Source: an optimization exercise on an open RTL-to-GDS flow (aim: small area, a short achievable clock period and few clock cycles per item). Production flows keep margins and buffers that such runs may drop.
Function was checked by simulation only, so behaviour that the tests miss may differ from the original.
Power figures rest on the tool's default switching activity, not on a simulated workload.

==> flow/design.v (outline; a module is shown in full before it is edited, if it fits) <==
// module icu_fwd: 360 lines
// module icu_d125a: 40 lines
// module icu_d125b: 49 lines
// module icu_lt8: 17 lines
// module icu_pop16: 42 lines
// module icu_wmul: 197 lines
// module icu_add20: 44 lines
// module icu_dstep: 9 lines
// module icu_invn: 328 lines
// module icu_add21: 7 lines
// module icu_quant: 356 lines
module icu_quant (
    input  wire        clk,
    input  wire        rst,
    input  wire        in_valid,
    output wire        in_ready,
    input  wire [23:0] in_rgb,
    output reg         out_valid,
    input  wire        out_ready,
    output reg  [23:0] out_lo,
    output reg  [23:0] out_hi,
    output reg  [7:0]  out_avg
);
  // ...
==> flow/run.sh <==
#!/bin/bash
# synth_recipe.tcl (not shown) runs the flow's synth.tcl, then flattens the netlist and writes it again
# the make line also repeats each setting of config.mk as NAME=value (left out here)
make -C /OpenROAD-flow-scripts/flow DESIGN_CONFIG=/design/flow/config.mk WORK_HOME=/design/flow/orfs CLKGATE_MAP_FILE= SYNTH_SCRIPT=/design/flow/synth_recipe.tcl finish
==> flow/config.mk <==
export PLATFORM = sky130hd
export DESIGN_NAME = icu_quant
export DESIGN_NICKNAME = icu_quant
export VERILOG_FILES = /design/flow/design.v
export SDC_FILE = /design/flow/constraint.sdc
export NUM_CORES = 4
export LEC_CHECK = 0
export CAP_MARGIN = 20
export CORE_MARGIN = 2
export CORE_UTILIZATION = 40
export SLEW_MARGIN = 20
==> flow/constraint.sdc <==
create_clock -name core_clock -period 22.0 [get_ports {clk}]
set_input_delay 4.4000 -clock core_clock [delete_from_list [all_inputs] [get_ports {clk}]]
set_output_delay 4.4000 -clock core_clock [all_outputs]
set_load 0.01 [all_outputs]
==> summary.md, run 1 <==
| Metric | Value |
|---|---|
| Top-count cell post-synth | dfxtp_1 |
| Clk root buf | clkbuf_16 |
| Hold depth | 0 |
| Die height | 391.0 µm |
| Cts hold-fix bufs | 0 |
| Final setup skew | 28.31 ps |
| Power Combinational | 1.39 mW |
| Clock group share of total power | 35.8% |
| DR top layer | met5 |
| Sequential fraction of the synthesis area | 47.75% |
| Sequential power | 2.65 mW |
| Status | timing/DRC/antenna clean |
| Core Footprint | 149,200 µm² |
| Vias in the first global route | 36,110 |
| Finished Layout Cells | 7,323 |
| Hold Startpoint | rcb[14][4] |
| Global route overflow | 0 |
| Worst Max-Slew Pin Slew | 1110 ps |
| Top flop regs | rcb: 128 flops, rcr: 128 flops, ry: 128 flops |
| Top FF cell, synth | dfxtp_1 |
| Tmin final | 6075 ps |
| Seq cells | 1,249 |
| Max Clock Freq | 164.6 MHz |
| Die W | 391.0 µm |
| Asr flop ratio synth | 0% |
| Worst path depth | 1 |
| Mapped Cells | 5,157 |
| Buf+Inv Stages, Crit Path | 1 |
| Vias per cell | 4.712 |
| Net Sw Frac | 28.62% |
| Vias | 34,500 |
| RSZ-0062 raised after global routing | false |
| Slowest-stage cell, CP | clkdlybuf4s50_1 |
Testbench counts, summed over its fixed seeds: cycles 6,464, items 384.
==> module icu_lt8, before the edit <==
module icu_lt8 (
    input  wire [7:0] a,
    input  wire [7:0] b,
    output wire lt
);
    wire n1 = a[0] | ~b[0];
    wire n2 = (a[1] & ~b[1]) | (n1 & (a[1] | ~b[1]));
    wire n3 = (a[2] & ~b[2]) | (n2 & (a[2] | ~b[2]));
    wire n4 = (a[3] & ~b[3]) | (n3 & (a[3] | ~b[3]));
    wire n5 = a[4] | ~b[4];
    wire n6 = (a[5] & ~b[5]) | (n5 & (a[5] | ~b[5]));
    wire n7 = (a[6] & ~b[6]) | (n6 & (a[6] | ~b[6]));
    wire n8 = (a[7] & ~b[7]) | (n7 & (a[7] | ~b[7]));
    wire n9 = a[7:4] == b[7:4];
    wire n10 = n8 & ~n9;
    assign lt = ~(n10 | (n9 & n4));
endmodule
==> module icu_quant, before the edit <==
module icu_quant (
    input  wire        clk,
    input  wire        rst,
    input  wire        in_valid,
    output wire        in_ready,
    input  wire [23:0] in_rgb,
    output reg         out_valid,
    input  wire        out_ready,
    output reg  [23:0] out_lo,
    output reg  [23:0] out_hi,
    output reg  [7:0]  out_avg
);
    localparam integer LOOK = 10;    
    integer i;
    genvar  gi;
    reg        rdy;
    assign in_ready = rdy;
    wire acc_now = in_valid && rdy && !rst;
    reg [23:0] in_q;
    reg        v0;
    reg [14:0] x_y, x_cb, x_cr;
    reg        v1;
    reg [7:0]  a_y, a_cb, a_cr;
    reg [9:0]  t_y, t_cb, t_cr;
    reg        v2;
    reg [7:0]  w_y, w_cb, w_cr;
    reg        v3;
    wire [14:0] fxy, fxcb, fxcr;
    icu_fwd u_fwd (
        .r(in_q[23:16]), .g(in_q[15:8]), .b(in_q[7:0]),
        .xy(fxy), .xcb(fxcb), .xcr(fxcr)
    );
    wire [7:0] da_y, da_cb, da_cr;
    wire [9:0] dt_y, dt_cb, dt_cr;
    icu_d125a u_day  (.x(x_y),  .a(da_y),  .t(dt_y));
    icu_d125a u_dacb (.x(x_cb), .a(da_cb), .t(dt_cb));
    icu_d125a u_dacr (.x(x_cr), .a(da_cr), .t(dt_cr));
    wire [8:0] qy, qcb, qcr;
    icu_d125b u_dby  (.a(a_y),  .t(t_y),  .q(qy));
    icu_d125b u_dbcb (.a(a_cb), .t(t_cb), .q(qcb));
    icu_d125b u_dbcr (.a(a_cr), .t(t_cr), .q(qcr));
    always @(posedge clk) begin
        in_q <= in_rgb;
        x_y  <= fxy;
        x_cb <= fxcb;
        x_cr <= fxcr;
        a_y  <= da_y;  t_y  <= dt_y;
        a_cb <= da_cb; t_cb <= dt_cb;
        a_cr <= da_cr; t_cr <= dt_cr;
        w_y  <= qy[7:0];
        w_cb <= qcb[7:0];
        w_cr <= qcr[7:0];
        if (rst) begin
            v0 <= 1'b0;
            v1 <= 1'b0;
            v2 <= 1'b0;
            v3 <= 1'b0;
        end else begin
            v0 <= acc_now;
            v1 <= v0;
            v2 <= v1;
            v3 <= v2;
        end
    end
    reg [7:0]  ry  [0:15];
    reg [7:0]  rcb [0:15];
    reg [7:0]  rcr [0:15];
    reg [3:0]  rk  [0:15];
    reg [15:0] rv;               
    reg [15:0] rt;               
    reg        cur_tag;          
    reg [3:0]  w_cnt;            
    reg        proc_active;
    reg [3:0]  pcnt;
    wire        wr = v3;
    wire [15:0] cur;
    wire [15:0] lt;
    generate
        for (gi = 0; gi < 16; gi = gi + 1) begin : g_cmp
            assign cur[gi] = rv[gi] && (rt[gi] == cur_tag);
            icu_lt8 u_lt (.a(w_y), .b(ry[gi]), .lt(lt[gi]));
        end
    endgenerate
    wire [15:0] inc = {16{wr}} & cur & lt;
    reg  [15:0] le_q;
    reg         fresh0;
    wire [4:0]  nrank;
    icu_pop16 u_pop (.v(le_q), .n(nrank));
    always @(posedge clk) begin
        le_q   <= cur & ~lt;
        fresh0 <= wr;
    end
    wire full15 = rv[15] && (rt[15] != cur_tag);
    wire proc15 = proc_active && full15;
    wire complete_now = wr && (w_cnt == 4'd15);
    always @(posedge clk) begin
        for (i = 1; i < 16; i = i + 1) begin
            ry[i]  <= ry[i-1];
            rcb[i] <= rcb[i-1];
            rcr[i] <= rcr[i-1];
        end
        for (i = 2; i < 16; i = i + 1)
            rk[i]  <= rk[i-1] + {3'd0, inc[i-1]};
        rk[1] <= (fresh0 ? nrank[3:0] : rk[0]) + {3'd0, inc[0]};
        if (wr) begin
            ry[0]  <= w_y;
            rcb[0] <= w_cb;
            rcr[0] <= w_cr;
            rk[0]  <= 4'd0;
        end else begin
            ry[0]  <= ry[15];
            rcb[0] <= rcb[15];
            rcr[0] <= rcr[15];
            rk[0]  <= rk[15];
        end
        rt <= {rt[14:0], wr ? cur_tag : rt[15]};
        if (rst) begin
            rv      <= 16'd0;
            cur_tag <= 1'b0;
            w_cnt   <= 4'd0;
        end else begin
            rv      <= {rv[14:0], wr | (rv[15] & ~proc15)};
            cur_tag <= cur_tag ^ complete_now;
            w_cnt   <= w_cnt + {3'd0, wr};
        end
    end
    reg        full_pending;
    reg        p_win;
    reg        acc_done;
    reg        f_busy;
    wire       acc_busy = proc_active | p_win | acc_done;
    wire       f_free   = !f_busy;
    wire       start_ok = f_free | !acc_busy;
    wire       start_now = (full_pending | complete_now) &
                           (!proc_active | (pcnt == 4'd15)) & start_ok;
    always @(posedge clk) begin
        if (rst) begin
            proc_active  <= 1'b0;
            pcnt         <= 4'd0;
            full_pending <= 1'b0;
        end else begin
            if (start_now) begin
                proc_active <= 1'b1;
                pcnt        <= 4'd0;
            end else if (proc_active) begin
                pcnt <= pcnt + 4'd1;
                if (pcnt == 4'd15)
                    proc_active <= 1'b0;
            end
            if (start_now)
                full_pending <= 1'b0;
            else if (complete_now)
                full_pending <= 1'b1;
        end
    end
    wire la_free = !rv[LOOK];
    wire la_cur  = rv[LOOK] && (rt[LOOK] == cur_tag);
    wire la_full = rv[LOOK] && (rt[LOOK] != cur_tag);
    reg  [4:0] a_tot;
    wire [4:0] a_tot_m = a_tot - {complete_now, 4'd0};
    wire complete_soon = a_tot[4] | (acc_now & (a_tot[3:0] == 4'hf));
    always @(posedge clk) begin
        if (rst) a_tot <= 5'd0;
        else     a_tot <= acc_now ? a_tot_m + 5'd1 : a_tot_m;
    end
    wire rdy_next = la_free | (la_full & proc_active) | (la_cur & complete_soon & f_free);
    always @(posedge clk) begin
        if (rst) rdy <= 1'b0;
        else     rdy <= rdy_next;
    end
    wire [3:0] nrk15 = rk[14] + {3'd0, inc[14]};
    wire       nhi15 = nrk15[3];
    wire [2:0] widx  = nhi15 ? ~nrk15[2:0] : nrk15[2:0];
    reg  [9:0] wnext;
    always @(*) begin
        case (widx)
            3'd0: wnext = 10'd840;
            3'd1: wnext = 10'd420;
            3'd2: wnext = 10'd280;
            3'd3: wnext = 10'd210;
            3'd4: wnext = 10'd168;
            3'd5: wnext = 10'd140;
            3'd6: wnext = 10'd120;
            default: wnext = 10'd105;
        endcase
    end
    reg [9:0] w15;
    reg       hi15;
    always @(posedge clk) begin
        w15  <= wnext;
        hi15 <= nhi15;
    end
    wire [17:0] ms_y, mc_y, ms_cb, mc_cb, ms_cr, mc_cr;
    icu_wmul u_my  (.c(ry[15]),  .w(w15), .ps(ms_y),  .pc(mc_y));
    icu_wmul u_mcb (.c(rcb[15]), .w(w15), .ps(ms_cb), .pc(mc_cb));
    icu_wmul u_mcr (.c(rcr[15]), .w(w15), .ps(ms_cr), .pc(mc_cr));
    reg [17:0] ps_y, pc_y, ps_cb, pc_cb, ps_cr, pc_cr;
    reg [7:0]  p_b;
    reg        p_hi, p_v, p_first, p_last;
    always @(posedge clk) begin
        ps_y  <= ms_y;  pc_y  <= mc_y;
        ps_cb <= ms_cb; pc_cb <= mc_cb;
        ps_cr <= ms_cr; pc_cr <= mc_cr;
        p_b  <= ry[15];
        p_hi <= hi15;
        if (rst) begin
            p_v     <= 1'b0;
            p_first <= 1'b0;
            p_last  <= 1'b0;
            p_win   <= 1'b0;
        end else begin
            p_v     <= proc15;
            p_first <= proc_active && (pcnt == 4'd0);
            p_last  <= proc_active && (pcnt == 4'd15);
            p_win   <= proc_active;
        end
    end
    reg [19:0] lo_y, lo_cb, lo_cr;
    reg [19:0] hi_y, hi_cb, hi_cr;
    reg [11:0] bsum;
    wire [19:0] sum_y, sum_cb, sum_cr;
    icu_add20 u_ay  (.a(p_first ? 20'd0 : (p_hi ? hi_y  : lo_y)),  .bs(ps_y),  .bc(pc_y),  .s(sum_y));
    icu_add20 u_acb (.a(p_first ? 20'd0 : (p_hi ? hi_cb : lo_cb)), .bs(ps_cb), .bc(pc_cb), .s(sum_cb));
    icu_add20 u_acr (.a(p_first ? 20'd0 : (p_hi ? hi_cr : lo_cr)), .bs(ps_cr), .bc(pc_cr), .s(sum_cr));
    wire [11:0] sum_b = (p_first ? 12'd0 : bsum) + {4'd0, p_b};
    always @(posedge clk) begin
        if (p_v && !p_hi) begin
            lo_y  <= sum_y;
            lo_cb <= sum_cb;
            lo_cr <= sum_cr;
        end else if (p_first) begin
            lo_y  <= 20'd0;
            lo_cb <= 20'd0;
            lo_cr <= 20'd0;
        end
        if (p_v && p_hi) begin
            hi_y  <= sum_y;
            hi_cb <= sum_cb;
            hi_cr <= sum_cr;
        end else if (p_first) begin
            hi_y  <= 20'd0;
            hi_cb <= 20'd0;
            hi_cr <= 20'd0;
        end
        if (p_v)
            bsum <= sum_b;
        else if (p_first)
            bsum <= 12'd0;
    end
    reg [19:0] f0, f1, f2, f3, f4, f5;
    reg [7:0]  f_avg;
    reg [2:0]  fcnt;
    reg        q_busy;
    wire       xfer   = acc_done && f_free;
    wire       f_last = f_busy && (fcnt == 3'd7);
    wire       f_move = f_last && !q_busy;
    wire       f_step = f_busy && (!f_last || !q_busy);
    wire [19:0] d0, d1, d2, d3, d4, d5;
    icu_dstep u_d0 (.r(f0), .o(d0));
    icu_dstep u_d1 (.r(f1), .o(d1));
    icu_dstep u_d2 (.r(f2), .o(d2));
    icu_dstep u_d3 (.r(f3), .o(d3));
    icu_dstep u_d4 (.r(f4), .o(d4));
    icu_dstep u_d5 (.r(f5), .o(d5));
    always @(posedge clk) begin
        if (xfer) begin
            f0 <= lo_y;  f1 <= lo_cb; f2 <= lo_cr;
            f3 <= hi_y;  f4 <= hi_cb; f5 <= hi_cr;
            f_avg <= bsum[11:4];
            fcnt  <= 3'd0;
        end else if (f_step && !f_last) begin
            f0 <= d0; f1 <= d1; f2 <= d2;
            f3 <= d3; f4 <= d4; f5 <= d5;
            fcnt <= fcnt + 3'd1;
        end
        if (rst) begin
            acc_done <= 1'b0;
            f_busy   <= 1'b0;
        end else begin
            if (p_last)    acc_done <= 1'b1;
            else if (xfer) acc_done <= 1'b0;
            if (xfer)        f_busy <= 1'b1;
            else if (f_move) f_busy <= 1'b0;
        end
    end
    reg [7:0] qlo_y, qlo_cb, qlo_cr, qhi_y, qhi_cb, qhi_cr, q_avg;
    reg [3:0] ch;
    wire      ph_run  = q_busy && !out_valid;
    wire      ph_half = (ch >= 4'd3);
    wire [1:0] ph_sel = ph_half ? (ch[1:0] - 2'd3) : ch[1:0];
    wire [20:0] inv_ns, inv_nc;
    icu_invn u_invn (
        .sel(ph_sel),
        .y (ph_half ? qhi_y  : qlo_y),
        .cb(ph_half ? qhi_cb : qlo_cb),
        .cr(ph_half ? qhi_cr : qlo_cr),
        .ns(inv_ns), .nc(inv_nc)
    );
    reg [20:0] i1_ns, i1_nc;
    reg [20:0] i2_n;
    reg [7:0]  i3_a;
    reg [9:0]  i3_t;
    reg        i3_neg, i3_sat;
    wire [20:0] i1_n;
    icu_add21 u_iadd (.a(i1_ns), .b(i1_nc), .s(i1_n));
    wire [7:0] ia;
    wire [9:0] it;
    icu_d125a u_ida (.x(i2_n[17:3]), .a(ia), .t(it));
    wire [8:0] iq;
    icu_d125b u_idb (.a(i3_a), .t(i3_t), .q(iq));
    wire [7:0] inv_q = i3_neg ? 8'd0 : i3_sat ? 8'd255 : iq[7:0];
    always @(posedge clk) begin
        if (f_move) begin
            qlo_y <= d0[7:0]; qlo_cb <= d1[7:0]; qlo_cr <= d2[7:0];
            qhi_y <= d3[7:0]; qhi_cb <= d4[7:0]; qhi_cr <= d5[7:0];
            q_avg <= f_avg;
        end
        i1_ns  <= inv_ns;
        i1_nc  <= inv_nc;
        i2_n   <= i1_n;
        i3_a   <= ia;
        i3_t   <= it;
        i3_neg <= i2_n[20];
        i3_sat <= (i2_n[19:18] != 2'd0) || (i2_n[17:3] >= 15'd32000);
        if (ph_run) begin
            case (ch)
                4'd3: out_lo[23:16] <= inv_q;
                4'd4: out_lo[15:8]  <= inv_q;
                4'd5: out_lo[7:0]   <= inv_q;
                4'd6: out_hi[23:16] <= inv_q;
                4'd7: out_hi[15:8]  <= inv_q;
                4'd8: begin
                    out_hi[7:0] <= inv_q;
                    out_avg     <= q_avg;
                end
                default: ;
            endcase
        end
        if (rst) begin
            q_busy    <= 1'b0;
            ch        <= 4'd0;
            out_valid <= 1'b0;
        end else begin
            if (f_move)
                q_busy <= 1'b1;
            else if (ph_run && ch == 4'd8)
                q_busy <= 1'b0;
            if (ph_run)
                ch <= (ch == 4'd8) ? 4'd0 : ch + 4'd1;
            if (out_valid && out_ready)
                out_valid <= 1'b0;
            else if (ph_run && ch == 4'd8)
                out_valid <= 1'b1;
        end
    end
endmodule
==> run 2: changes to the inputs <==
--- a/flow/design.v
+++ b/flow/design.v
@@ -457,11 +457,9 @@
     wire n3 = (a[2] & ~b[2]) | (n2 & (a[2] | ~b[2]));
     wire n4 = (a[3] & ~b[3]) | (n3 & (a[3] | ~b[3]));
-    wire n5 = a[4] | ~b[4];
+    wire n5 = (a[4] & ~b[4]) | (n4 & (a[4] | ~b[4]));
     wire n6 = (a[5] & ~b[5]) | (n5 & (a[5] | ~b[5]));
     wire n7 = (a[6] & ~b[6]) | (n6 & (a[6] | ~b[6]));
     wire n8 = (a[7] & ~b[7]) | (n7 & (a[7] | ~b[7]));
-    wire n9 = a[7:4] == b[7:4];
-    wire n10 = n8 & ~n9;
-    assign lt = ~(n10 | (n9 & n4));
+    assign lt = ~n8;
 endmodule
 module icu_pop16 (
@@ -507,9 +505,9 @@
     assign n = {n36, n35, n33, n31, n29};
 endmodule
-module icu_wmul (
+module icu_mac (
+    input  wire [19:0] a,
     input  wire [7:0] c,
     input  wire [9:0] w,
-    output wire [17:0] ps,
-    output wire [17:0] pc
+    output wire [19:0] s
 );
     wire n1 = c[0] & w[0];
@@ -593,158 +591,145 @@
     wire n79 = c[6] & w[9];
     wire n80 = c[7] & w[9];
-    wire n81 = n7 ^ n14;
-    wire n82 = n7 & n14;
-    wire n83 = n8 ^ n15 ^ n22;
-    wire n84 = (n8 & n15) | (n22 & (n8 ^ n15));
-    wire n85 = n29 ^ n36;
-    wire n86 = n29 & n36;
-    wire n87 = n16 ^ n23 ^ n30;
-    wire n88 = (n16 & n23) | (n30 & (n16 ^ n23));
-    wire n89 = n37 ^ n44 ^ n51;
-    wire n90 = (n37 & n44) | (n51 & (n37 ^ n44));
-    wire n91 = n24 ^ n31 ^ n38;
-    wire n92 = (n24 & n31) | (n38 & (n24 ^ n31));
-    wire n93 = n45 ^ n52 ^ n59;
-    wire n94 = (n45 & n52) | (n59 & (n45 ^ n52));
-    wire n95 = n32 ^ n39 ^ n46;
-    wire n96 = (n32 & n39) | (n46 & (n32 ^ n39));
-    wire n97 = n53 ^ n60;
-    wire n98 = n53 & n60;
-    wire n99 = n40 ^ n47 ^ n54;
-    wire n100 = (n40 & n47) | (n54 & (n40 ^ n47));
-    wire n101 = n5 ^ n12;
-    wire n102 = n5 & n12;
-    wire n103 = n6 ^ n13 ^ n20;
-    wire n104 = (n6 & n13) | (n20 & (n6 ^ n13));
-    wire n105 = n27 ^ n34;
-    wire n106 = n27 & n34;
-    wire n107 = n81 ^ n21 ^ n28;
-    wire n108 = (n81 & n21) | (n28 & (n81 ^ n21));
-    wire n109 = n35 ^ n42 ^ n49;
-    wire n110 = (n35 & n42) | (n49 & (n35 ^ n42));
-    wire n111 = n82 ^ n83 ^ n85;
-    wire n112 = (n82 & n83) | (n85 & (n82 ^ n83));
-    wire n113 = n43 ^ n50 ^ n57;
-    wire n114 = (n43 & n50) | (n57 & (n43 ^ n50));
-    wire n115 = n84 ^ n86 ^ n87;
-    wire n116 = (n84 & n86) | (n87 & (n84 ^ n86));
-    wire n117 = n89 ^ n58 ^ n65;
-    wire n118 = (n89 & n58) | (n65 & (n89 ^ n58));
-    wire n119 = n88 ^ n90 ^ n91;
-    wire n120 = (n88 & n90) | (n91 & (n88 ^ n90));
-    wire n121 = n93 ^ n66 ^ n73;
-    wire n122 = (n93 & n66) | (n73 & (n93 ^ n66));
-    wire n123 = n92 ^ n94 ^ n95;
-    wire n124 = (n92 & n94) | (n95 & (n92 ^ n94));
-    wire n125 = n97 ^ n67 ^ n74;
-    wire n126 = (n97 & n67) | (n74 & (n97 ^ n67));
-    wire n127 = n96 ^ n98 ^ n99;
-    wire n128 = (n96 & n98) | (n99 & (n96 ^ n98));
-    wire n129 = n61 ^ n68 ^ n75;
-    wire n130 = (n61 & n68) | (n75 & (n61 ^ n68));
-    wire n131 = n100 ^ n48 ^ n55;
-    wire n132 = (n100 & n48) | (n55 & (n100 ^ n48));
-    wire n133 = n62 ^ n69 ^ n76;
-    wire n134 = (n62 & n69) | (n76 & (n62 ^ n69));
-    wire n135 = n56 ^ n63 ^ n70;
-    wire n136 = (n56 & n63) | (n70 & (n56 ^ n63));
-    wire n137 = n4 ^ n11;
-    wire n138 = n4 & n11;
-    wire n139 = n101 ^ n19 ^ n26;
-    wire n140 = (n101 & n19) | (n26 & (n101 ^ n19));
-    wire n141 = n102 ^ n103 ^ n105;
-    wire n142 = (n102 & n103) | (n105 & (n102 ^ n103));
-    wire n143 = n104 ^ n106 ^ n107;
-    wire n144 = (n104 & n106) | (n107 & (n104 ^ n106));
-    wire n145 = n108 ^ n110 ^ n111;
-    wire n146 = (n108 & n110) | (n111 & (n108 ^ n110));
-    wire n147 = n112 ^ n114 ^ n115;
-    wire n148 = (n112 & n114) | (n115 & (n112 ^ n114));
-    wire n149 = n116 ^ n118 ^ n119;
-    wire n150 = (n116 & n118) | (n119 & (n116 ^ n118));
-    wire n151 = n120 ^ n122 ^ n123;
-    wire n152 = (n120 & n122) | (n123 & (n120 ^ n122));
-    wire n153 = n124 ^ n126 ^ n127;
-    wire n154 = (n124 & n126) | (n127 & (n124 ^ n126));
-    wire n155 = n128 ^ n130 ^ n131;
-    wire n156 = (n128 & n130) | (n131 & (n128 ^ n130));
-    wire n157 = n132 ^ n134 ^ n135;
-    wire n158 = (n132 & n134) | (n135 & (n132 ^ n134));
-    wire n159 = n136 ^ n64 ^ n71;
-    wire n160 = (n136 & n64) | (n71 & (n136 ^ n64));
-    wire n161 = n3 ^ n10;
-    wire n162 = n3 & n10;
-    wire n163 = n137 ^ n18 ^ n25;
-    wire n164 = (n137 & n18) | (n25 & (n137 ^ n18));
-    wire n165 = n138 ^ n139 ^ n33;
-    wire n166 = (n138 & n139) | (n33 & (n138 ^ n139));
-    wire n167 = n140 ^ n141 ^ n41;
-    wire n168 = (n140 & n141) | (n41 & (n140 ^ n141));
-    wire n169 = n142 ^ n143 ^ n109;
-    wire n170 = (n142 & n143) | (n109 & (n142 ^ n143));
-    wire n171 = n144 ^ n145 ^ n113;
-    wire n172 = (n144 & n145) | (n113 & (n144 ^ n145));
-    wire n173 = n146 ^ n147 ^ n117;
-    wire n174 = (n146 & n147) | (n117 & (n146 ^ n147));
-    wire n175 = n148 ^ n149 ^ n121;
-    wire n176 = (n148 & n149) | (n121 & (n148 ^ n149));
-    wire n177 = n150 ^ n151 ^ n125;
-    wire n178 = (n150 & n151) | (n125 & (n150 ^ n151));
-    wire n179 = n152 ^ n153 ^ n129;
-    wire n180 = (n152 & n153) | (n129 & (n152 ^ n153));
-    wire n181 = n154 ^ n155 ^ n133;
-    wire n182 = (n154 & n155) | (n133 & (n154 ^ n155));
-    wire n183 = n156 ^ n157 ^ n77;
-    wire n184 = (n156 & n157) | (n77 & (n156 ^ n157));
-    wire n185 = n158 ^ n159 ^ n78;
-    wire n186 = (n158 & n159) | (n78 & (n158 ^ n159));
-    wire n187 = n160 ^ n72 ^ n79;
-    wire n188 = (n160 & n72) | (n79 & (n160 ^ n72));
-    assign ps = {1'b0, n188, n186, n184, n182, n180, n178, n176, n174, n172, n170, n168, n166, n164, n162, n161, n2, n1};
-    assign pc = {1'b0, n80, n187, n185, n183, n181, n179, n177, n175, n173, n171, n169, n167, n165, n163, n17, n9, 1'b0};
-endmodule
-module icu_add20 (
-    input  wire [19:0] a,
-    input  wire [17:0] bs,
-    input  wire [17:0] bc,
-    output wire [19:0] s
-);
-    wire n1 = a[0] ^ bs[0];
-    wire n2 = a[0] & bs[0];
-    wire n3 = a[1] ^ bs[1] ^ bc[1];
-    wire n4 = (a[1] & bs[1]) | (bc[1] & (a[1] ^ bs[1]));
-    wire n5 = a[2] ^ bs[2] ^ bc[2];
-    wire n6 = (a[2] & bs[2]) | (bc[2] & (a[2] ^ bs[2]));
-    wire n7 = a[3] ^ bs[3] ^ bc[3];
-    wire n8 = (a[3] & bs[3]) | (bc[3] & (a[3] ^ bs[3]));
-    wire n9 = a[4] ^ bs[4] ^ bc[4];
-    wire n10 = (a[4] & bs[4]) | (bc[4] & (a[4] ^ bs[4]));
-    wire n11 = a[5] ^ bs[5] ^ bc[5];
-    wire n12 = (a[5] & bs[5]) | (bc[5] & (a[5] ^ bs[5]));
-    wire n13 = a[6] ^ bs[6] ^ bc[6];
-    wire n14 = (a[6] & bs[6]) | (bc[6] & (a[6] ^ bs[6]));
-    wire n15 = a[7] ^ bs[7] ^ bc[7];
-    wire n16 = (a[7] & bs[7]) | (bc[7] & (a[7] ^ bs[7]));
-    wire n17 = a[8] ^ bs[8] ^ bc[8];
-    wire n18 = (a[8] & bs[8]) | (bc[8] & (a[8] ^ bs[8]));
-    wire n19 = a[9] ^ bs[9] ^ bc[9];
-    wire n20 = (a[9] & bs[9]) | (bc[9] & (a[9] ^ bs[9]));
-    wire n21 = a[10] ^ bs[10] ^ bc[10];
-    wire n22 = (a[10] & bs[10]) | (bc[10] & (a[10] ^ bs[10]));
-    wire n23 = a[11] ^ bs[11] ^ bc[11];
-    wire n24 = (a[11] & bs[11]) | (bc[11] & (a[11] ^ bs[11]));
-    wire n25 = a[12] ^ bs[12] ^ bc[12];
-    wire n26 = (a[12] & bs[12]) | (bc[12] & (a[12] ^ bs[12]));
-    wire n27 = a[13] ^ bs[13] ^ bc[13];
-    wire n28 = (a[13] & bs[13]) | (bc[13] & (a[13] ^ bs[13]));
-    wire n29 = a[14] ^ bs[14] ^ bc[14];
-    wire n30 = (a[14] & bs[14]) | (bc[14] & (a[14] ^ bs[14]));
-    wire n31 = a[15] ^ bs[15] ^ bc[15];
-    wire n32 = (a[15] & bs[15]) | (bc[15] & (a[15] ^ bs[15]));
-    wire n33 = a[16] ^ bs[16] ^ bc[16];
-    wire n34 = (a[16] & bs[16]) | (bc[16] & (a[16] ^ bs[16]));
-    wire n35 = a[17] ^ bs[17] ^ bc[17];
-    wire n36 = (a[17] & bs[17]) | (bc[17] & (a[17] ^ bs[17]));
-    assign s = {a[19], n36, n34, n32, n30, n28, n26, n24, n22, n20, n18, n16, n14, n12, n10, n8, n6, n4, n2, n1} + {1'b0, a[18], n35, n33, n31, n29, n27, n25, n23, n21, n19, n17, n15, n13, n11, n9, n7, n5, n3, bc[0]};
+    wire n81 = a[5] ^ n6;
+    wire n82 = a[5] & n6;
+    wire n83 = a[6] ^ n7 ^ n14;
+    wire n84 = (a[6] & n7) | (n14 & (a[6] ^ n7));
+    wire n85 = n21 ^ n28;
+    wire n86 = n21 & n28;
+    wire n87 = a[7] ^ n8 ^ n15;
+    wire n88 = (a[7] & n8) | (n15 & (a[7] ^ n8));
+    wire n89 = n22 ^ n29 ^ n36;
+    wire n90 = (n22 & n29) | (n36 & (n22 ^ n29));
+    wire n91 = n43 ^ n50;
+    wire n92 = n43 & n50;
+    wire n93 = a[8] ^ n16 ^ n23;
+    wire n94 = (a[8] & n16) | (n23 & (a[8] ^ n16));
+    wire n95 = n30 ^ n37 ^ n44;
+    wire n96 = (n30 & n37) | (n44 & (n30 ^ n37));
+    wire n97 = n51 ^ n58 ^ n65;
+    wire n98 = (n51 & n58) | (n65 & (n51 ^ n58));
+    wire n99 = a[9] ^ n24 ^ n31;
+    wire n100 = (a[9] & n24) | (n31 & (a[9] ^ n24));
+    wire n101 = n38 ^ n45 ^ n52;
+    wire n102 = (n38 & n45) | (n52 & (n38 ^ n45));
+    wire n103 = n59 ^ n66 ^ n73;
+    wire n104 = (n59 & n66) | (n73 & (n59 ^ n66));
+    wire n105 = a[10] ^ n32 ^ n39;
+    wire n106 = (a[10] & n32) | (n39 & (a[10] ^ n32));
+    wire n107 = n46 ^ n53 ^ n60;
+    wire n108 = (n46 & n53) | (n60 & (n46 ^ n53));
+    wire n109 = n67 ^ n74;
+    wire n110 = n67 & n74;
+    wire n111 = a[11] ^ n40 ^ n47;
+    wire n112 = (a[11] & n40) | (n47 & (a[11] ^ n40));
+    wire n113 = n54 ^ n61 ^ n68;
+    wire n114 = (n54 & n61) | (n68 & (n54 ^ n61));
+    wire n115 = a[12] ^ n48 ^ n55;
+    wire n116 = (a[12] & n48) | (n55 & (a[12] ^ n48));
+    wire n117 = a[3] ^ n4;
+    wire n118 = a[3] & n4;
+    wire n119 = a[4] ^ n5 ^ n12;
+    wire n120 = (a[4] & n5) | (n12 & (a[4] ^ n5));
+    wire n121 = n19 ^ n26;
+    wire n122 = n19 & n26;
+    wire n123 = n81 ^ n13 ^ n20;
+    wire n124 = (n81 & n13) | (n20 & (n81 ^ n13));
+    wire n125 = n27 ^ n34 ^ n41;
+    wire n126 = (n27 & n34) | (n41 & (n27 ^ n34));
+    wire n127 = n82 ^ n83 ^ n85;
+    wire n128 = (n82 & n83) | (n85 & (n82 ^ n83));
+    wire n129 = n35 ^ n42 ^ n49;
+    wire n130 = (n35 & n42) | (n49 & (n35 ^ n42));
+    wire n131 = n84 ^ n86 ^ n87;
+    wire n132 = (n84 & n86) | (n87 & (n84 ^ n86));
+    wire n133 = n89 ^ n91 ^ n57;
+    wire n134 = (n89 & n91) | (n57 & (n89 ^ n91));
+    wire n135 = n88 ^ n90 ^ n92;
+    wire n136 = (n88 & n90) | (n92 & (n88 ^ n90));
+    wire n137 = n93 ^ n95 ^ n97;
+    wire n138 = (n93 & n95) | (n97 & (n93 ^ n95));
+    wire n139 = n94 ^ n96 ^ n98;
+    wire n140 = (n94 & n96) | (n98 & (n94 ^ n96));
+    wire n141 = n99 ^ n101 ^ n103;
+    wire n142 = (n99 & n101) | (n103 & (n99 ^ n101));
+    wire n143 = n100 ^ n102 ^ n104;
+    wire n144 = (n100 & n102) | (n104 & (n100 ^ n102));
+    wire n145 = n105 ^ n107 ^ n109;
+    wire n146 = (n105 & n107) | (n109 & (n105 ^ n107));
+    wire n147 = n106 ^ n108 ^ n110;
+    wire n148 = (n106 & n108) | (n110 & (n106 ^ n108));
+    wire n149 = n111 ^ n113 ^ n75;
+    wire n150 = (n111 & n113) | (n75 & (n111 ^ n113));
+    wire n151 = n112 ^ n114 ^ n115;
+    wire n152 = (n112 & n114) | (n115 & (n112 ^ n114));
+    wire n153 = n62 ^ n69 ^ n76;
+    wire n154 = (n62 & n69) | (n76 & (n62 ^ n69));
+    wire n155 = n116 ^ a[13] ^ n56;
+    wire n156 = (n116 & a[13]) | (n56 & (n116 ^ a[13]));
+    wire n157 = n63 ^ n70 ^ n77;
+    wire n158 = (n63 & n70) | (n77 & (n63 ^ n70));
+    wire n159 = a[14] ^ n64 ^ n71;
+    wire n160 = (a[14] & n64) | (n71 & (a[14] ^ n64));
+    wire n161 = a[2] ^ n3;
+    wire n162 = a[2] & n3;
+    wire n163 = n117 ^ n11 ^ n18;
+    wire n164 = (n117 & n11) | (n18 & (n117 ^ n11));
+    wire n165 = n118 ^ n119 ^ n121;
+    wire n166 = (n118 & n119) | (n121 & (n118 ^ n119));
+    wire n167 = n120 ^ n122 ^ n123;
+    wire n168 = (n120 & n122) | (n123 & (n120 ^ n122));
+    wire n169 = n124 ^ n126 ^ n127;
+    wire n170 = (n124 & n126) | (n127 & (n124 ^ n126));
+    wire n171 = n128 ^ n130 ^ n131;
+    wire n172 = (n128 & n130) | (n131 & (n128 ^ n130));
+    wire n173 = n132 ^ n134 ^ n135;
+    wire n174 = (n132 & n134) | (n135 & (n132 ^ n134));
+    wire n175 = n136 ^ n138 ^ n139;
+    wire n176 = (n136 & n138) | (n139 & (n136 ^ n138));
+    wire n177 = n140 ^ n142 ^ n143;
+    wire n178 = (n140 & n142) | (n143 & (n140 ^ n142));
+    wire n179 = n144 ^ n146 ^ n147;
+    wire n180 = (n144 & n146) | (n147 & (n144 ^ n146));
+    wire n181 = n148 ^ n150 ^ n151;
+    wire n182 = (n148 & n150) | (n151 & (n148 ^ n150));
+    wire n183 = n152 ^ n154 ^ n155;
+    wire n184 = (n152 & n154) | (n155 & (n152 ^ n154));
+    wire n185 = n156 ^ n158 ^ n159;
+    wire n186 = (n156 & n158) | (n159 & (n156 ^ n158));
+    wire n187 = n160 ^ a[15] ^ n72;
+    wire n188 = (n160 & a[15]) | (n72 & (n160 ^ a[15]));
+    wire n189 = a[1] ^ n2;
+    wire n190 = a[1] & n2;
+    wire n191 = n161 ^ n10 ^ n17;
+    wire n192 = (n161 & n10) | (n17 & (n161 ^ n10));
+    wire n193 = n162 ^ n163 ^ n25;
+    wire n194 = (n162 & n163) | (n25 & (n162 ^ n163));
+    wire n195 = n164 ^ n165 ^ n33;
+    wire n196 = (n164 & n165) | (n33 & (n164 ^ n165));
+    wire n197 = n166 ^ n167 ^ n125;
+    wire n198 = (n166 & n167) | (n125 & (n166 ^ n167));
+    wire n199 = n168 ^ n169 ^ n129;
+    wire n200 = (n168 & n169) | (n129 & (n168 ^ n169));
+    wire n201 = n170 ^ n171 ^ n133;
+    wire n202 = (n170 & n171) | (n133 & (n170 ^ n171));
+    wire n203 = n172 ^ n173 ^ n137;
+    wire n204 = (n172 & n173) | (n137 & (n172 ^ n173));
+    wire n205 = n174 ^ n175 ^ n141;
+    wire n206 = (n174 & n175) | (n141 & (n174 ^ n175));
+    wire n207 = n176 ^ n177 ^ n145;
+    wire n208 = (n176 & n177) | (n145 & (n176 ^ n177));
+    wire n209 = n178 ^ n179 ^ n149;
+    wire n210 = (n178 & n179) | (n149 & (n178 ^ n179));
+    wire n211 = n180 ^ n181 ^ n153;
+    wire n212 = (n180 & n181) | (n153 & (n180 ^ n181));
+    wire n213 = n182 ^ n183 ^ n157;
+    wire n214 = (n182 & n183) | (n157 & (n182 ^ n183));
+    wire n215 = n184 ^ n185 ^ n78;
+    wire n216 = (n184 & n185) | (n78 & (n184 ^ n185));
+    wire n217 = n186 ^ n187 ^ n79;
+    wire n218 = (n186 & n187) | (n79 & (n186 ^ n187));
+    wire n219 = n188 ^ a[16] ^ n80;
+    wire n220 = (n188 & a[16]) | (n80 & (n188 ^ a[16]));
+    assign s = {a[19], a[18], n220, n218, n216, n214, n212, n210, n208, n206, n204, n202, n200, n198, n196, n194, n192, n190, n189, a[0]} + {1'b0, 1'b0, a[17], n219, n217, n215, n213, n211, n209, n207, n205, n203, n201, n199, n197, n195, n193, n191, n9, n1};
 endmodule
 module icu_dstep (
@@ -1219,8 +1204,7 @@
     end
     reg        full_pending;
-    reg        p_win;
     reg        acc_done;
     reg        f_busy;
-    wire       acc_busy = proc_active | p_win | acc_done;
+    wire       acc_busy = proc_active | acc_done;
     wire       f_free   = !f_busy;
     wire       start_ok = f_free | !acc_busy;
@@ -1284,59 +1268,36 @@
         hi15 <= nhi15;
     end
-    wire [17:0] ms_y, mc_y, ms_cb, mc_cb, ms_cr, mc_cr;
-    icu_wmul u_my  (.c(ry[15]),  .w(w15), .ps(ms_y),  .pc(mc_y));
-    icu_wmul u_mcb (.c(rcb[15]), .w(w15), .ps(ms_cb), .pc(mc_cb));
-    icu_wmul u_mcr (.c(rcr[15]), .w(w15), .ps(ms_cr), .pc(mc_cr));
-    reg [17:0] ps_y, pc_y, ps_cb, pc_cb, ps_cr, pc_cr;
-    reg [7:0]  p_b;
-    reg        p_hi, p_v, p_first, p_last;
-    always @(posedge clk) begin
-        ps_y  <= ms_y;  pc_y  <= mc_y;
-        ps_cb <= ms_cb; pc_cb <= mc_cb;
-        ps_cr <= ms_cr; pc_cr <= mc_cr;
-        p_b  <= ry[15];
-        p_hi <= hi15;
-        if (rst) begin
-            p_v     <= 1'b0;
-            p_first <= 1'b0;
-            p_last  <= 1'b0;
-            p_win   <= 1'b0;
-        end else begin
-            p_v     <= proc15;
-            p_first <= proc_active && (pcnt == 4'd0);
-            p_last  <= proc_active && (pcnt == 4'd15);
-            p_win   <= proc_active;
-        end
-    end
     reg [19:0] lo_y, lo_cb, lo_cr;
     reg [19:0] hi_y, hi_cb, hi_cr;
     reg [11:0] bsum;
+    wire        first = proc_active && (pcnt == 4'd0);
+    wire        last  = proc_active && (pcnt == 4'd15);
     wire [19:0] sum_y, sum_cb, sum_cr;
-    icu_add20 u_ay  (.a(p_first ? 20'd0 : (p_hi ? hi_y  : lo_y)),  .bs(ps_y),  .bc(pc_y),  .s(sum_y));
-    icu_add20 u_acb (.a(p_first ? 20'd0 : (p_hi ? hi_cb : lo_cb)), .bs(ps_cb), .bc(pc_cb), .s(sum_cb));
-    icu_add20 u_acr (.a(p_first ? 20'd0 : (p_hi ? hi_cr : lo_cr)), .bs(ps_cr), .bc(pc_cr), .s(sum_cr));
-    wire [11:0] sum_b = (p_first ? 12'd0 : bsum) + {4'd0, p_b};
+    icu_mac u_ay  (.a(first ? 20'd0 : (hi15 ? hi_y  : lo_y)),  .c(ry[15]),  .w(w15), .s(sum_y));
+    icu_mac u_acb (.a(first ? 20'd0 : (hi15 ? hi_cb : lo_cb)), .c(rcb[15]), .w(w15), .s(sum_cb));
+    icu_mac u_acr (.a(first ? 20'd0 : (hi15 ? hi_cr : lo_cr)), .c(rcr[15]), .w(w15), .s(sum_cr));
+    wire [11:0] sum_b = (first ? 12'd0 : bsum) + {4'd0, ry[15]};
     always @(posedge clk) begin
-        if (p_v && !p_hi) begin
+        if (proc15 && !hi15) begin
             lo_y  <= sum_y;
             lo_cb <= sum_cb;
             lo_cr <= sum_cr;
-        end else if (p_first) begin
+        end else if (first) begin
             lo_y  <= 20'd0;
             lo_cb <= 20'd0;
             lo_cr <= 20'd0;
         end
-        if (p_v && p_hi) begin
+        if (proc15 && hi15) begin
             hi_y  <= sum_y;
             hi_cb <= sum_cb;
             hi_cr <= sum_cr;
-        end else if (p_first) begin
+        end else if (first) begin
             hi_y  <= 20'd0;
             hi_cb <= 20'd0;
             hi_cr <= 20'd0;
         end
-        if (p_v)
+        if (proc15)
             bsum <= sum_b;
-        else if (p_first)
+        else if (first)
             bsum <= 12'd0;
     end
@@ -1371,5 +1332,5 @@
             f_busy   <= 1'b0;
         end else begin
-            if (p_last)    acc_done <= 1'b1;
+            if (last)      acc_done <= 1'b1;
             else if (xfer) acc_done <= 1'b0;
             if (xfer)        f_busy <= 1'b1;
==> summary.md, run 2 <==
| Metric | Value |
|---|---|
| Clk root buf | clkbuf_16 |
| WHS Endpoint | rcb[8][7] |
| TritonCTS buffer count | 116 |
| Vias per cell | 4.782 (+1.5%) |
| Synth Area per Inst | 11.13 µm² |
| Hold Startpoint | rcb[7][7] |
| Reg-to-reg endpoint | hi_cr[19] |
| Status | timing/DRC/antenna clean |
| Top flop regs | rcb: 128 flops, rcr: 128 flops, ry: 128 flops |
| I/O pin count | 86 |
| Clock slew at reported path FFs | 60 ps |
| Total Die Area | 146,300 µm² |
| Synth warnings | 9 |
| Sequential fraction of the synthesis area | 46.02% (-1.7 points) |
| Commonest non-fill, non-tap cell in the layout | dfxtp_1 |
| Cts hold-fix bufs | 0 (unchanged) |
| Most frequent cells in the layout | dfxtp_1, inv_1, nand2_1 |
| WP data arrival | 6630 ps |
| Initial antenna violation count | 2 |
| Critical path launch point type | flip-flop |
| Final setup skew | 55.08 ps (+26.77 ps) |
| Fin Setup TNS | 0 ps |
| Synthesized Nets | 5,999 |
| Worst path required time | 22,480 ps |
| # resized after CTS | 0 |
| Vias in the first global route | 36,240 (+0.36%) |
| #FFs+latches synth | 1,137 |
| Die W | 382.5 µm (-2.2%) |
| Core Footprint | 141,900 µm² (-4.9%) |
| Routed WL | 114.2 mm |
| Yosys top cell area share | 27.15% |
| Worst Max-Slew Pin Slew | 1005 ps (-104.8 ps) |
| EDFF count, synth | 360 |
| Final HPWL DP | 84.24 mm |
| Drc violations | 0 |
| Max Clock Freq | 162.5 MHz (-1.3%) |
| RSZ-0062 raised after global routing | false |
| Reg2reg start | hi15 |
| Vias | 34,570 (+0.19%) |
| Crit Path Category | flip-flop to flip-flop |
| R2R depth | 18 |
| Mapped Cells | 5,149 (-0.16%) |
| Die height | 382.5 µm (-2.2%) |
| Clock latency (worst-skew pair) | 750 ps |
| Gpl congestion | 0.8876 |
| Std cell rows | 138 |
| Max Buffers Root-to-Sink | 3 |
| Hold depth | 0 (unchanged) |
| Final-report hold violation count | 0 |
| Slew Limit Headroom | 32.91% |
| Final ANT Viol Nets | 0 |
| Max Cap Viol | 0 |
| Endpoints failing setup | 0 |
| Global-route wire length before repair | 189.7 mm |
| Power Dens Cells | 92.83 nW/µm² |
| Area leader, netlist | dfxtp_1 |
| Leakage | 27.86 nW |
| Syn Std Cell Area | 57,290 µm² |
| Layout Nets | 6,087 |
| Top FF cell, synth | dfxtp_1 |
| Final core occ | 45.48% |
| Initial core utilization | 40.37% |
| CP Capture Type | flip-flop |
| Clock sink count | 1,137 |
| DR pass1 iterations | 5 |
| Per-cell routed wire length | 15.79 µm |
| Yosys cell types | 86 |
| Number of H-tree levels | 3 |
| Tmin final | 6152 ps (+77.40 ps) |
| Syn-to-layout area delta | 12.68% |
| Peak supply drop | 0.00007182 V |
| Asr flop ratio synth | 0% (unchanged) |
| Reg2Reg Setup Slack | 15,850 ps |
| Min-Delay Path Class | flip-flop to flip-flop |
| Diode count | 0 |
| Post-CTS Setup Bufs | 0 |
| Global route overflow | 0 (unchanged) |
| Critical path fanouts, max | 48 |
| CTS tree | built |
| Commonest cells post-synth | dfxtp_1, inv_1, nand2_1 |
| Largest net degree at the start of global routing | 79 |
| Layout cells sized above 1 | 6.668% |
| Overall Global Routing Usage | 16.06% |
| Fin crit share | 27.96% |
| Initial drt markers | 1,747 |
| Port bufs | 85 |
| Top-count cell post-synth | dfxtp_1 |
| Max-slew violation count | 0 |
| Ranking of synthesized cells by area | dfxtp_1, edfxtp_1, fa_1 |
==> run 2: worst max-delay path, cell delays in order (launching register included) <==
cell and delay, ps:
dfxtp_4 580, buf_4 690, mux2_2 300, nand2_1 70
fa_1 560, inv_1 50, fa_1 480, fa_1 500
inv_1 50, fa_1 500, inv_1 40, ha_1 370
a21o_1 180, a21o_1 170, a21o_1 170, a32oi_1 550
o32ai_1 250, xnor2_1 190, and2_1 160
==> run 2: layout make-up <==
| type | instances | area [µm²] |
|---|---|---|
| clock buffers | 154 | 3331 |
| clock inverters | 66 | 955.9 |
| fillers | 13150 | 77380 |
| inverters | 744 | 2796 |
| multi-input cells | 3115 | 27600 |
| flip-flops and latches | 1137 | 26370 |
| well taps | 1890 | 2365 |
| repair buffers | 123 | 1136 |
==> run 2: per-stage QoR <==
step           cells  area (µm²)  worst slack (ps)  total power [mW]  hold slack (ps)
2_1_floorplan   5149       57290             16360             3.551            309.6
3_3_place_gp    7008       60260             15700             3.891            310.3
3_5_place_dp    7008       60260             15700             3.930            312.1
4_1_cts         7228       64540             15810             6.096            302.4
5_1_grt         7229       64560             15520             6.408            308.1
6_report        7229       64560             15850             5.993            301.0
==> run 2: how the worst max path moves through the flow <==
| stage | endpoint | start |
|---|---|---|
| after floorplan | i1_nc[12] | ch[0] |
| after global placement | rdy | rst |
| after detailed placement | rdy | rst |
| after CTS | out_valid | out_valid |
| after global routing | hi_cr[19] | hi15 |
| final | hi_cr[19] | hi15 |
==> run 2: power by group <==
part	switching, mW	internal [mW]	total, mW
combinational	0.780	0.633	1.41
sequential	0.114	2.33	2.44
clock	0.850	1.29	2.14
total	1.74	4.25	5.99
==> run 2: cells by family (layout without fill, tap and decap cells) <==
group | Yosys count | in the layout | share of synthesized area, %
mux | 118 | 118 | 2.193
buf+inv | 897 | 1087 | 5.916
xor+xnor | 230 | 230 | 3.516
simple gates | 1332 | 1332 | 10.78
fa+ha+maj | 884 | 884 | 25.41
compound gates | 551 | 551 | 6.163
flops | 1137 | 1137 | 46.02
==> run 2: per-layer routing <==
layer  track usage (%)  part of all wire, %  wire length (µm)  vias to the layer above
li1                  -                    -                 -                    16840
met1             20.88                   45             51380                    16950
met2             27.44                   48             55130                      578
met3             2.340                  3.9              4418                      192
met4             5.300                  2.8              3229                        2
met5                 0                0.011                13                        -
Testbench counts of run 2, summed over its fixed seeds: cycles 6,456, items 384.

[what the ideal ports hide]
How much do the figures lean on ideal ports? The routed layouts below were timed once more, with nothing changed but the port constraints.
Step 1, drivers: a clkbuf_16 drives clk and a buf_2 each remaining input, both assumed.
Step 2 moves the port delays by t, midway between the first and last clock arrival at a register: inputs arrive t later, outputs are due t later. That takes back most of the time a late clock gives input paths.
Three values: ideal ports, drivers, drivers and shift; two values: the first two.
run | t, ns | setup WS [ns] | worst setup path at the end | clock arrival spread, ns
run 1 | 0.817 | 15.925 / 15.850 / 15.901 | input to register | 0.031 / 0.031
run 2 | 0.790 | 15.848 / 15.837 / 15.733 | input to register | 0.057 / 0.056
After both steps setup and hold are still met in every run listed. The setup slack of run 2, which loses most, moves by -0.011 ns with the drivers and by -0.115 ns with both steps.
